Source: an optimization exercise on an open RTL-to-GDS flow (aim: small area). Production flows keep margins and buffers that such runs may drop. Only simulation tests tie the RTL to the original design; equivalence was not proved. Power and IR drop assume default switching activity.

// mkvm_decoder
module mkvm_decoder (
    input  wire        clk,
    input  wire [31:0] dec_word,
    output wire        cond_valid,
    output wire [3:0]  cond_code,
    output wire        class_valid,
    output wire [2:0]  class_id,
    output wire        subform_valid,
    output wire [3:0]  subform_id,
    output wire        subform_conflict,
    output wire        err_cond,
    output wire        err_class,
    output wire        err_subform,
    output wire [4:0]  mnem_id,
    output wire [23:0] swi_imm24,
    output wire [31:0] undef_word,
    output wire [31:0] word_out,
    input  wire [3:0]  enc_cond_in,
    output wire [3:0]  enc_cond_out,
    input  wire [2:0]  enc_class_in,
    input  wire [31:0] enc_class_word_in,
    output wire [31:0] enc_class_word_out,
    input  wire [3:0]  enc_subform_in,
    input  wire [31:0] enc_subform_word_in,
    output wire [31:0] enc_subform_word_out,
    input  wire [4:0]  enc_mnem_in,
    input  wire [23:0] enc_swi_imm24,
    input  wire [31:0] enc_undef_word,
    input  wire [31:0] enc_operand_bits,
    output wire [31:0] enc_word_out
);
    wire is_swi, is_und;
    mkvm_dec_ctl u_dec (
        .dec_word(dec_word), .cond_valid(cond_valid), .cond_code(cond_code), .err_cond(err_cond),
        .class_valid(class_valid), .class_id(class_id), .err_class(err_class),
        .subform_valid(subform_valid), .subform_id(subform_id), .subform_conflict(subform_conflict),
  ...
clock: 10.0 ns
lec_check: 0
cap_margin: 20
core_area: 6 6 114 114
die_area: 0 0 120 120
slew_margin: 20
standard.sh (not shown) runs the stock make flow with config.mk's settings and CLKGATE_MAP_FILE= SYNTH_SCRIPT=/design/flow/synth_recipe.tcl, a recipe that flattens the netlist after the stock synthesis.
==> flow/flow/run.sh <==
#!/bin/bash
# Layout flow: the standard ORFS flow (standard.sh) with these changes:
#  - synthesis keeps the design's module hierarchy through technology
#    mapping (SYNTH_HIERARCHICAL=1, SYNTH_MINIMUM_KEEP_SIZE=0); the standard flow's
#    synthesis script then flattens it as usual;
#  - each module is mapped by ABC with several area-oriented scripts
#    (flow/abc_*.script) and keeps the mapping with the least cell area
#    (flow/abc_best.tcl);
#  - no half/full adder extraction before mapping (ADDER_MAP_FILE empty);
#  - the port buffers are the smallest buffer cell, sky130_fd_sc_hd__buf_1;
#  - the tie cells stay as synthesis made them (one for the constant 1
#    outputs, one for the constant 0 outputs; SKIP_REPAIR_TIE_FANOUT=1).
# Everything else is standard.sh unchanged. The make output goes to
# flow.log; ORFS's per-step logs are under orfs/logs/.
set -euo pipefail
work=$(pwd)
flowdir=$work/flow

# Synthesis script: the standard flow's, with the abc command replaced.
cat "$flowdir/abc_best.tcl" "$work/synth_recipe.tcl" > "$work/my_synth.tcl"
MY_ABC_SCRIPTS=$(ls "$flowdir"/abc_*.script | tr '\n' ':' | sed 's/:$//')
export MY_ABC_SCRIPTS

sed "s#SYNTH_SCRIPT=[^ ]*#SYNTH_SCRIPT=$work/my_synth.tcl#" "$work/standard.sh" > "$work/my_standard.sh"

export SYNTH_HIERARCHICAL=1
export SYNTH_MINIMUM_KEEP_SIZE=0
export ADDER_MAP_FILE=
export BUFFER_PORTS_ARGS="-buffer_cell sky130_fd_sc_hd__buf_1"
export SKIP_REPAIR_TIE_FANOUT=1

bash "$work/my_standard.sh" > "$work/flow.log" 2>&1
==> flow/flow/abc_best.tcl <==
# ABC with the best of several scripts, chosen module by module by mapped
# cell area. MY_ABC_SCRIPTS lists the scripts, separated by ':'.
proc abc {args} {
  set scripts [split $::env(MY_ABC_SCRIPTS) ":"]
  set si [lsearch -exact $args -script]
  set li [lsearch -exact $args -liberty]
  set lib [lindex $args [expr {$li + 1}]]
  set statf $::env(OBJECTS_DIR)/abc_best_stat.txt
  yosys design -save abc_best_pre
  set best [dict create]
  set k 0
  foreach sc $scripts {
    yosys design -load abc_best_pre
    set a $args
    lset a [expr {$si + 1}] $sc
    if {[catch {yosys abc {*}$a}]} { incr k; continue }
    yosys tee -q -o $statf stat -liberty $lib
    set fh [open $statf r]
    set txt [read $fh]
    close $fh
    # A script that leaves cells without a liberty area is not a mapping.
    if {[string first "is unknown" $txt] >= 0} { incr k; continue }
    set mod ""
    foreach line [split $txt "\n"] {
      if {[regexp {^=== (\S+) ===} $line -> m]} { set mod $m }
      if {[regexp {Chip area for module '([^']+)': ([0-9.]+)} $line -> m area]} {
        if {![dict exists $best $m] || $area < [lindex [dict get $best $m] 1] - 1e-6} {
          dict set best $m [list $k $area]
        }
      }
    }
    incr k
  }
  yosys design -load abc_best_pre
  dict for {m v} $best {
    set sc [lindex $scripts [lindex $v 0]]
    puts "abc_best: $m [lindex $v 1] [file tail $sc]"
    set a $args
    lset a [expr {$si + 1}] $sc
    set sel $m
    if {[string index $m 0] eq "\\"} { set sel [string range $m 1 end] }
    yosys abc {*}$a $sel
  }
}
==> flow/flow/abc_da0.script <==
strash
&get -n
&st
&deepsyn -J 50 -S 0
&nf -R 1000
&put
==> flow/flow/abc_da1.script <==
strash
&get -n
&st
&deepsyn -J 50 -S 1
&nf -R 1000
&put
==> flow/flow/abc_da2.script <==
strash
&get -n
&st
&deepsyn -J 50 -S 2
&nf -R 1000
&put
==> flow/flow/abc_da3.script <==
strash
&get -n
&st
&deepsyn -J 50 -S 3
&nf -R 1000
&put
==> flow/flow/abc_da4.script <==
strash
&get -n
&st
&deepsyn -J 50 -S 4
&nf -R 1000
&put
==> flow/flow/abc_da5.script <==
strash
&get -n
&st
&deepsyn -J 50 -S 5
&nf -R 1000
&put
==> flow/flow/abc_db2.script <==
strash
&get -n
&st
&deepsyn -J 50 -S 2
&dch -f
&nf -R 1000
&put
==> flow/flow/abc_db3.script <==
strash
&get -n
&st
&deepsyn -J 50 -S 3
&dch -f
&nf -R 1000
&put
Other scripts of this flow, unchanged in this note and not shown: flow/flow/abc_amap.script, flow/flow/abc_nf.script, flow/flow/abc_p1.script, flow/flow/abc_p10.script, flow/flow/abc_p11.script, flow/flow/abc_p12.script, flow/flow/abc_p2.script, flow/flow/abc_p3.script, flow/flow/abc_p5.script, flow/flow/abc_p7.script, flow/flow/abc_p8.script, flow/flow/abc_s1.script, flow/flow/abc_s3.script, flow/flow/abc_s5.script
The first run produced a clean layout.
Edit:
--- a/flow/flow/run.sh
+++ b/flow/flow/run.sh
@@ -10,3 +10 @@
-#  - the port buffers are the smallest buffer cell, sky130_fd_sc_hd__buf_1;
-#  - the tie cells stay as synthesis made them (one for the constant 1
-#    outputs, one for the constant 0 outputs; SKIP_REPAIR_TIE_FANOUT=1).
+#  - the port buffers are the smallest buffer cell, sky130_fd_sc_hd__buf_1.
@@ -30 +27,0 @@
-export SKIP_REPAIR_TIE_FANOUT=1
--- a/flow/flow/abc_best.tcl
+++ b/flow/flow/abc_best.tcl
@@ -19,4 +18,0 @@
-    set txt [read $fh]
-    close $fh
-    # A script that leaves cells without a liberty area is not a mapping.
-    if {[string first "is unknown" $txt] >= 0} { incr k; continue }
@@ -24 +20 @@
-    foreach line [split $txt "\n"] {
+    foreach line [split [read $fh] "\n"] {
@@ -31,0 +28 @@
+    close $fh
==> flow/flow/abc_p4.script (new file) <==
strash
&get -n
&st
&dc2
&dch
&nf -R 1000
&put
mfs2 -a
==> flow/flow/abc_p6.script (new file) <==
strash
balance -l
resub -K 6 -l
rewrite -l
resub -K 6 -N 2 -l
refactor -l
resub -K 8 -l
balance -l
resub -K 8 -N 2 -l
rewrite -l
resub -K 10 -l
rewrite -z -l
resub -K 10 -N 2 -l
balance -l
resub -K 12 -l
refactor -z -l
resub -K 12 -N 2 -l
rewrite -z -l
balance -l
dch -f
map -a
mfs2 -a
removed: flow/flow/abc_da0.script
removed: flow/flow/abc_da1.script
removed: flow/flow/abc_da2.script
removed: flow/flow/abc_da3.script
removed: flow/flow/abc_da4.script
removed: flow/flow/abc_da5.script
removed: flow/flow/abc_db2.script
removed: flow/flow/abc_db3.script
Wire length goes up by about 19%.
Setup slack gains 0.30 ns.
Design area increases by about 0.5%.
Combinational power grows by about 4%.
Clock-buffer cell count is unchanged.
Final cell count rises by about 0.5%.
Global-route usage went up by 3.1 points.
Area after synthesis increases by about 0.8%.
Utilization rises by 0.11 points.
Edit:
--- a/flow/flow/abc_best.tcl
+++ b/flow/flow/abc_best.tcl
@@ -18,0 +19,4 @@
+    set txt [read $fh]
+    close $fh
+    # A script that leaves cells without a liberty area is not a mapping.
+    if {[string first "is unknown" $txt] >= 0} { incr k; continue }
@@ -20 +24 @@
-    foreach line [split [read $fh] "\n"] {
+    foreach line [split $txt "\n"] {
@@ -28 +31,0 @@
-    close $fh
==> flow/flow/abc_da0.script (new file) <==
strash
&get -n
&st
&deepsyn -J 50 -S 0
&nf -R 1000
&put
==> flow/flow/abc_da1.script (new file) <==
strash
&get -n
&st
&deepsyn -J 50 -S 1
&nf -R 1000
&put
==> flow/flow/abc_da2.script (new file) <==
strash
&get -n
&st
&deepsyn -J 50 -S 2
&nf -R 1000
&put
==> flow/flow/abc_da3.script (new file) <==
strash
&get -n
&st
&deepsyn -J 50 -S 3
&nf -R 1000
&put
==> flow/flow/abc_da4.script (new file) <==
strash
&get -n
&st
&deepsyn -J 50 -S 4
&nf -R 1000
&put
==> flow/flow/abc_da5.script (new file) <==
strash
&get -n
&st
&deepsyn -J 50 -S 5
&nf -R 1000
&put
==> flow/flow/abc_db2.script (new file) <==
strash
&get -n
&st
&deepsyn -J 50 -S 2
&dch -f
&nf -R 1000
&put
==> flow/flow/abc_db3.script (new file) <==
strash
&get -n
&st
&deepsyn -J 50 -S 3
&dch -f
&nf -R 1000
&put
removed: flow/flow/abc_p4.script
removed: flow/flow/abc_p6.script
=>
- The new run produced a clean layout
- first-iteration DRC count grows by 57%
- global-route usage shrinks by 1.6 points
- worst setup slack degrades by 0.26 ns
- final area shrinks by 0.40%
- die area stays the same
